This design comes from an exercise in tuning for small area, a short achievable clock period and few clock cycles on the open sky130 flow, not from production work. The RTL was checked by simulation tests, not by an equivalence proof against the original design. Power figures rest on the tool's default switching activity, not on a simulated workload.

// th_core
module th_core (
    input  wire        clk,
    input  wire        rst,           
    input  wire        run_start,
    input  wire [31:0] run_budget,    
    output wire        busy,
    output reg         done,
    output wire [31:0] consumed,
    output reg         refused,
    input  wire        host_wr,
    input  wire [4:0]  host_idx,
    input  wire [15:0] host_wdata,
    input  wire        di_req,
    input  wire [1:0]  irq_line,      
    output wire [31:0] pc_o,
    output wire [31:0] st_o,
    output wire        intout,
    output wire        mem_req,
    output wire        mem_we,
    output wire [27:0] mem_addr,
    output wire [15:0] mem_wdata,
    input  wire        mem_ready,
    input  wire [15:0] mem_rdata
);
    localparam [31:0] ST_INIT   = 32'h0000_0010;
    localparam        IE_BIT    = 21;
    localparam [11:0] K_NOP  = 12'h000;
    localparam [11:0] K_MOVI = 12'h001;
    localparam [11:0] K_ADDI = 12'h002;
    localparam [11:0] K_DSJ  = 12'h003;
    localparam [11:0] K_STL  = 12'h004;
    localparam [11:0] K_LDL  = 12'h005;
    localparam [11:0] K_STW  = 12'h006;
    localparam [11:0] K_LDW  = 12'h007;
    localparam [11:0] K_EINT = 12'h008;
    localparam [11:0] K_DINT = 12'h009;
    localparam [11:0] K_RETI = 12'h00A;
    localparam [11:0] K_JMPA = 12'h00B;
    localparam [11:0] K_TSTOP= 12'h00C;
    localparam I_IDLE = 0,  I_F = 1,  I_O1 = 2,  I_O2 = 3,  I_D1 = 4,  I_D2 = 5,
               I_FIN = 6,   I_BOOT0 = 7, I_BOOT1 = 8,
               I_INT0 = 9,  I_INT1 = 10, I_INT2 = 11, I_INT3 = 12, I_INT4 = 13,
               I_INT5 = 14, I_INT6 = 15, I_INT7 = 16,
  ...
Size in the first run: ~5200 cells after synthesis, about 1300 flip-flops.
Settings: LEC_CHECK=0, CAP_MARGIN=20, CORE_MARGIN=2, CORE_UTILIZATION=40, CTS_BUF_LIST=sky130_fd_sc_hd__clkbuf_8, SLEW_MARGIN=20, TNS_END_PERCENT=5; clock period 12.0 ns.
standard.sh (not shown) runs the stock make flow with config.mk's settings and CLKGATE_MAP_FILE= SYNTH_SCRIPT=/design/flow/synth_recipe.tcl, a recipe that flattens the netlist after the stock synthesis.
==> flow/flow/run.sh <==
#!/bin/bash
set -euo pipefail
bash standard.sh SETUP_SLACK_MARGIN=10 finish > orfs_make.log 2>&1
The first run ran to the end with no violations.
Testbench counts at the start, summed over its fixed seeds: cycles 182,188.
Edit:
==> flow/flow/run.sh (replaced) <==
#!/bin/bash
set -euo pipefail
bash standard.sh SETUP_SLACK_MARGIN=8 finish > orfs_make.log 2>&1
Settings changed: TNS_END_PERCENT 5 to 0.
Clock power climbs by a few percent. Worst setup slack loses 0.16 ns. Final cell count drops by a few percent. Non-clock buffer count drops by 215. Clock skew climbs by 0.015 ns. Count of clock-buffer cells in the layout drops by 1. Register-to-register slack loses 0.20 ns. Wire length drops by a few percent. Final area drops by a few percent. Synthesized area is unchanged.

---

== run A ==
Starting RTL as in the previous note.
## th_core
module th_core (
    input  wire        clk,
    input  wire        rst,           
    input  wire        run_start,
    input  wire [31:0] run_budget,    
    output wire        busy,
    output reg         done,
    output wire [31:0] consumed,
    output reg         refused,
    input  wire        host_wr,
    input  wire [4:0]  host_idx,
    input  wire [15:0] host_wdata,
    input  wire        di_req,
    input  wire [1:0]  irq_line,      
    output wire [31:0] pc_o,
    output wire [31:0] st_o,
    output wire        intout,
    output wire        mem_req,
    output wire        mem_we,
    output wire [27:0] mem_addr,
    output wire [15:0] mem_wdata,
    input  wire        mem_ready,
    input  wire [15:0] mem_rdata
);
==> flow/config.mk <==
export PLATFORM = sky130hd
export DESIGN_NAME = th_core
export DESIGN_NICKNAME = th_core
export VERILOG_FILES = /design/flow/design.v
export SDC_FILE = /design/flow/constraint.sdc
export NUM_CORES = 4
export LEC_CHECK = 0
export CAP_MARGIN = 20
export CORE_MARGIN = 2
export CORE_UTILIZATION = 40
export CTS_BUF_LIST = sky130_fd_sc_hd__clkbuf_8
export SLEW_MARGIN = 20
export TNS_END_PERCENT = 2
==> flow/constraint.sdc <==
create_clock -name core_clock -period 12.0 [get_ports {clk}]
set_input_delay 2.4000 -clock core_clock [delete_from_list [all_inputs] [get_ports {clk}]]
set_output_delay 2.4000 -clock core_clock [all_outputs]
set_load 0.01 [all_outputs]
==> flow/flow/run.sh <==
#!/bin/bash
set -euo pipefail
bash standard.sh SETUP_SLACK_MARGIN=9 finish > orfs_make.log 2>&1
Testbench counts of run A, summed over its fixed seeds: cycles 182,188.
For run B, these inputs were changed with respect to run A:
==> flow/flow/run.sh <==
#!/bin/bash
set -euo pipefail
bash standard.sh SETUP_SLACK_MARGIN=8 finish > orfs_make.log 2>&1
--- a/flow/config.mk
+++ b/flow/config.mk
@@ -11 +10,0 @@
-export CTS_BUF_LIST = sky130_fd_sc_hd__clkbuf_8
@@ -13 +12 @@
-export TNS_END_PERCENT = 2
+export TNS_END_PERCENT = 5
[summary]
- Compared to run A, run B has insertion delay of the later-clocked pin in the worst-skew pair 160 ps lower.
- Clock power: run B vs run A up 15%
- Combinational share of power delta for run B relative to run A: 1.2 points lower
- The count of multi-input gates on run B is in line with that on run A.
- Re die area: no difference whatsoever between run A and run B.
- Taking run A as the reference, in run B cell area lower; highest clock rate moved down; count of TritonRoute iterations in the first routing pass shows a reduction of 1; non-clock buffer count dropped 72.
Changes in run C relative to run B:
--- a/flow/config.mk
+++ b/flow/config.mk
@@ -10,0 +11 @@
+export CTS_CLUSTER_SIZE = 30
@@ -12 +13 @@
-export TNS_END_PERCENT = 5
+export TNS_END_PERCENT = 2
Re count of input and output buffers: no difference whatsoever between run C and run B. Diff run B..run C | combined area of all synthesized cells | unchanged. Proportion of cell area occupied by registers: run B vs run C, no meaningful difference. Setup WNS run B -> run C: better.
Input changes introduced in run D (baseline for comparison: run C):
--- a/flow/config.mk
+++ b/flow/config.mk
@@ -11 +11 @@
-export CTS_CLUSTER_SIZE = 30
+export CTS_BUF_LIST = sky130_fd_sc_hd__clkbuf_8
## What came out
Run D | stages: all done | timing, DRC, antenna: all pass. Re number of clock buffer instances in the layout: run C and run D aren't equal, and the lower value belongs to run C. Delta (run D minus run C): first-pass GRT wire length went up about 0.5%; non-filler instance count after layout went up about 1.1%; clock network latency to the later pin of the worst-skew pair went up 160 ps; final design instance area without fill went down about 2%; total power went down 4.7%. NOTE: switching share of power in run D exceeds that of run C. Per the comparison of run D with run C, routed wire length level, post-route worst hold slack level. Re combinational share of power: run C and run D aren't equal, and the lower value belongs to run C. Type of the setup path with the least slack: input pin to register -> run C, register to output pin -> run D.

port drivers added, routing unchanged:
In the flow no input, the clock included, has a driving cell. The finished layouts below were timed again as built, in two steps.
Step 1 assumes that a clkbuf_16 drives the clock port and a buf_2 every other input.
Step 2, shift: input delay + t, output delay - t, t = (earliest + latest rising clock arrival at the registers) / 2. This alone moves slack from input paths to output paths.
a / b / c = no drivers / after step 1 / after step 2; a / b = the first two.
run | shift t [ns] | slack for setup (ns) | worst hold slack (ns) | worst slew at a driven data input, ns | cell pins on the clock port's net
the first run of note 1 | 1.039 | 7.115 / 7.039 / 6.047 | 0.438 / 0.438 / 0.438 | 0.20 | 1
the second run of note 1 | 1.054 | 6.952 / 6.904 / 5.850 | 0.451 / 0.451 / 0.451 | 0.22 | 1
run A | 1.050 | 7.064 / 6.981 / 6.091 | 0.448 / 0.448 / 0.448 | 0.26 | 1
run B | 0.893 | 6.951 / 6.863 / 6.043 | 0.454 / 0.454 / 0.454 | 0.24 | 1
run C | 0.863 | 7.018 / 6.961 / 6.098 | 0.451 / 0.451 / 0.451 | 0.23 | 1
run D | 1.023 | 7.061 / 6.984 / 6.104 | 0.450 / 0.450 / 0.450 | 0.20 | 1
After both steps every run listed still meets setup and hold. For the second run of note 1, which loses most, drivers alone change the setup slack by -0.048 ns; drivers and shift together by -1.102 ns.
